From an optimization exercise on the open Yosys and OpenROAD flow, aimed at small area; shortcuts taken in it are not production practice.
Where RTL was checked, it was by simulation tests only, not by an equivalence proof against the original.
Power is estimated from default activity; no workload was simulated.

==> flow/design.v (excerpt) <==
module vcpu_core (
    input  wire        clk,
    input  wire        rst,
    input  wire [31:0] prog_len,
    input  wire        terminate,
    output wire        imem_req,
    output wire [31:0] imem_addr,
    input  wire        imem_ack,
    input  wire [31:0] imem_rdata,
    output wire        dmem_req,
    output wire        dmem_we,
    output wire [1:0]  dmem_size,
    output wire [31:0] dmem_addr,
    output wire [31:0] dmem_wdata,
    input  wire        dmem_ack,
    input  wire        dmem_err,
    input  wire [31:0] dmem_rdata,
    output reg         retire_valid,
    output wire [31:0] retire_pc,
    output wire [4:0]  retire_rd,
    output wire [31:0] retire_wdata,
    output reg         stopped,
    output wire [3:0]  exit_code,
    output wire [31:0] pc
);
For scale: roughly 1200 flip-flops.
==> flow/config.mk <==
export PLATFORM = sky130hd
export DESIGN_NAME = vcpu_core
export DESIGN_NICKNAME = vcpu_core
export VERILOG_FILES = /design/flow/design.v
export SDC_FILE = /design/flow/constraint.sdc
export NUM_CORES = 4
export LEC_CHECK = 0
export CAP_MARGIN = 20
export CORE_MARGIN = 2
export CORE_UTILIZATION = 60
export SLEW_MARGIN = 20
==> flow/constraint.sdc <==
create_clock -name core_clock -period 12.0 [get_ports {clk}]
set_input_delay 2.4000 -clock core_clock [delete_from_list [all_inputs] [get_ports {clk}]]
set_output_delay 2.4000 -clock core_clock [all_outputs]
set_load 0.01 [all_outputs]
standard.sh (not shown) runs the stock make flow with config.mk's settings and CLKGATE_MAP_FILE= SYNTH_SCRIPT=/design/flow/synth_recipe.tcl, a recipe that flattens the netlist after the stock synthesis.
==> flow/flow/run.sh <==
#!/bin/bash
# Standard ORFS layout, with two changes: the port buffers are buf_1 cells,
# and clock tree synthesis adds no dummy loads.
set -euo pipefail
export BUFFER_PORTS_ARGS="-buffer_cell sky130_fd_sc_hd__buf_1"
export CTS_ARGS="-sink_clustering_enable -repair_clock_nets -dont_use_dummy_load -buf_list sky130_fd_sc_hd__clkbuf_8 -sink_clustering_size 20 -sink_clustering_max_diameter 60"
bash standard.sh finish > standard_flow.log 2>&1
The first run finished clean.
Next try:
--- a/flow/design.v
+++ b/flow/design.v
@@ -42,13 +42,14 @@
     reg [3:0]  xc;       
     reg        sa, sb;   
     reg        cond;     
     reg        fbad;     
     reg        fwrap;    
     reg        mis;      
-    reg        c1, e1, c2, c3, e3, c4, nA, nB;
+    reg        c1, e1, c2, c3, e3, c4, nA, nB, cr;
+    reg        rs;       
     wire st_init   = (state == S_INIT);
     wire st_fetch  = (state == S_FETCH);
     wire st_wait   = (state == S_WAIT);
     wire st_pre    = (state == S_PRE);
     wire st_step   = (state == S_STEP);
     wire st_mem    = (state == S_MEM);
@@ -156,13 +157,17 @@
     wire lb  = prog_len[cnt];
     wire c3e = c0 | c3;
     wire c3n = (x3 & ~lb) | (x3 & c3e) | (~lb & c3e);
     wire e3n = (c0 | e3) & ~(x3 ^ lb);
     wire nf_bad  = c4n | (c3n & ~e3n);
     wire nf_wrap = c4n | c3n;
-    wire xa    = st_commit ? (fn[1] ? ACC[0] : MD[0]) : ra;
+    wire cre    = ~c0 & cr;
+    wire cry    = rs & MA[0];
+    wire rembit = ACC[0] ^ cry ^ cre;
+    wire crn    = (ACC[0] & cry) | (ACC[0] & cre) | (cry & cre);
+    wire xa    = st_commit ? (fn[1] ? rembit : MD[0]) : ra;
     wire nega  = sgn & (st_commit ? (fn[1] ? sa : (sa ^ sb)) : sa);
     wire nAe   = ~c0 & nA;
     wire outA  = xa ^ (nega & nAe);
     wire nBe   = ~c0 & nB;
     wire outB  = rb ^ (sgn & sb & nBe);
     wire dz    = ~(nBe | rb);
@@ -182,15 +187,16 @@
                   c_sh   ? shres :
                   c_mul  ? ACC[0] :
                   c_div  ? outA :
                   c_load ? ldbit : pcsum;
     wire [31:0] xs  = {ACC[30:0], c_div & MD[31]};
     wire        bb  = c_sh ? (cnt == sk) : MD[31];
-    wire [31:0] ys  = c_div ? ~MA : (bb ? MA : 32'd0);
-    wire [32:0] ss  = {1'b0, xs} + {1'b0, ys} + {32'd0, c_div};
-    wire        sge = ACC[31] | ss[32];
+    wire        dsub = c_div & ~rs;
+    wire [31:0] ys  = c_div ? (MA ^ {32{dsub}}) : (bb ? MA : 32'd0);
+    wire [32:0] ss  = {1'b0, xs} + {1'b0, ys} + {32'd0, dsub};
+    wire        rsn = ACC[31] ^ dsub ^ ss[32];
     wire ld_in  = op[1] || (op[0] ? ~cnt[4] : (cnt[4:3] == 2'd0));
     wire ldbit  = ld_in ? MD[0] : (~op[2] & sa);
     wire ld_sg  = (cnt == {1'b0, op[0], 3'b111});
     wire jge   = c3n;
     wire jmp   = c_j || c_jalr || (c_br && condv);
     wire [3:0] xc_pre = c_halt ? 4'd1 :
@@ -213,12 +219,13 @@
     always @(posedge clk) begin
         c1 <= c1n;  e1 <= e1n;
         c2 <= c2n;
         c3 <= c3n;  e3 <= e3n;
         c4 <= c4n;
         nA <= nAe | xa;
+        cr <= crn;
         nB <= nBe | rb;
     end
     always @(posedge clk) begin
         if (rst) begin
             state        <= S_INIT;
             cnt          <= 5'd0;
@@ -239,17 +246,21 @@
                 MA <= {c_mul ? ra : c_sh ? (ra ^ sinv) : c_div ? outB : sum1, MA[31:1]};
             if (st_commit)
                 MD <= {wbit, MD[31:1]};
             else if (st_pre)
                 MD <= {c_div ? outA : rb, MD[31:1]};
             else if (st_step)
-                MD <= {MD[30:0], c_div ? sge : ACC[31]};
+                MD <= {MD[30:0], c_div ? ~rsn : ACC[31]};
             else if (st_mem && dmem_ack && !dmem_err && c_load)
                 MD <= dmem_rdata;
+            if (st_pre)
+                rs <= 1'b0;
+            else if (st_step)
+                rs <= rsn;
             if (st_step)
-                ACC <= (~c_div | sge) ? ss[31:0] : xs;
+                ACC <= ss[31:0];
             else
                 ACC <= {~st_pre & ACC[0], ACC[31:1]};
             if (st_commit && c_load && ld_sg)
                 sa <= MD[0];
             if (st_pre && c0)
                 mis <= ra;
What happened: The new run passed the timing, DRC and antenna checks; combinational power fell by about 2%; critical path depth fell by 2; final area stays flat; clock-buffer cell count fell by 1; clock skew barely changes; setup slack degrades by 0.50 ns.
The RTL of the first run of this note was laid out without a check of its function.

port drivers added, routing unchanged:
No port has a modelled driver above. Below, the same layouts with a new extraction and two added sets of constraints.
Step 1: set_driving_cell puts a clkbuf_16 on clk and a buf_2 on each other input, an assumption about the parent block.
Step 2, shift: input delay + t, output delay - t, t = (earliest + latest rising clock arrival at the registers) / 2. This alone moves slack from input paths to output paths.
Slacks: ideal / step 1 / step 2; pairs: ideal / step 1.
run	shift t [ns]	setup slack, ns	worst hold slack (ns)	latest minus earliest clock arrival (ns)	cell pins on the clock port's net
the first run	0.699	4.312 / 4.312 / 4.312	0.225 / 0.225 / 0.225	0.109 / 0.109	1
the second run	0.694	3.813 / 3.813 / 3.813	0.292 / 0.292 / 0.292	0.119 / 0.119	1
After both steps setup and hold are still met in every run listed.
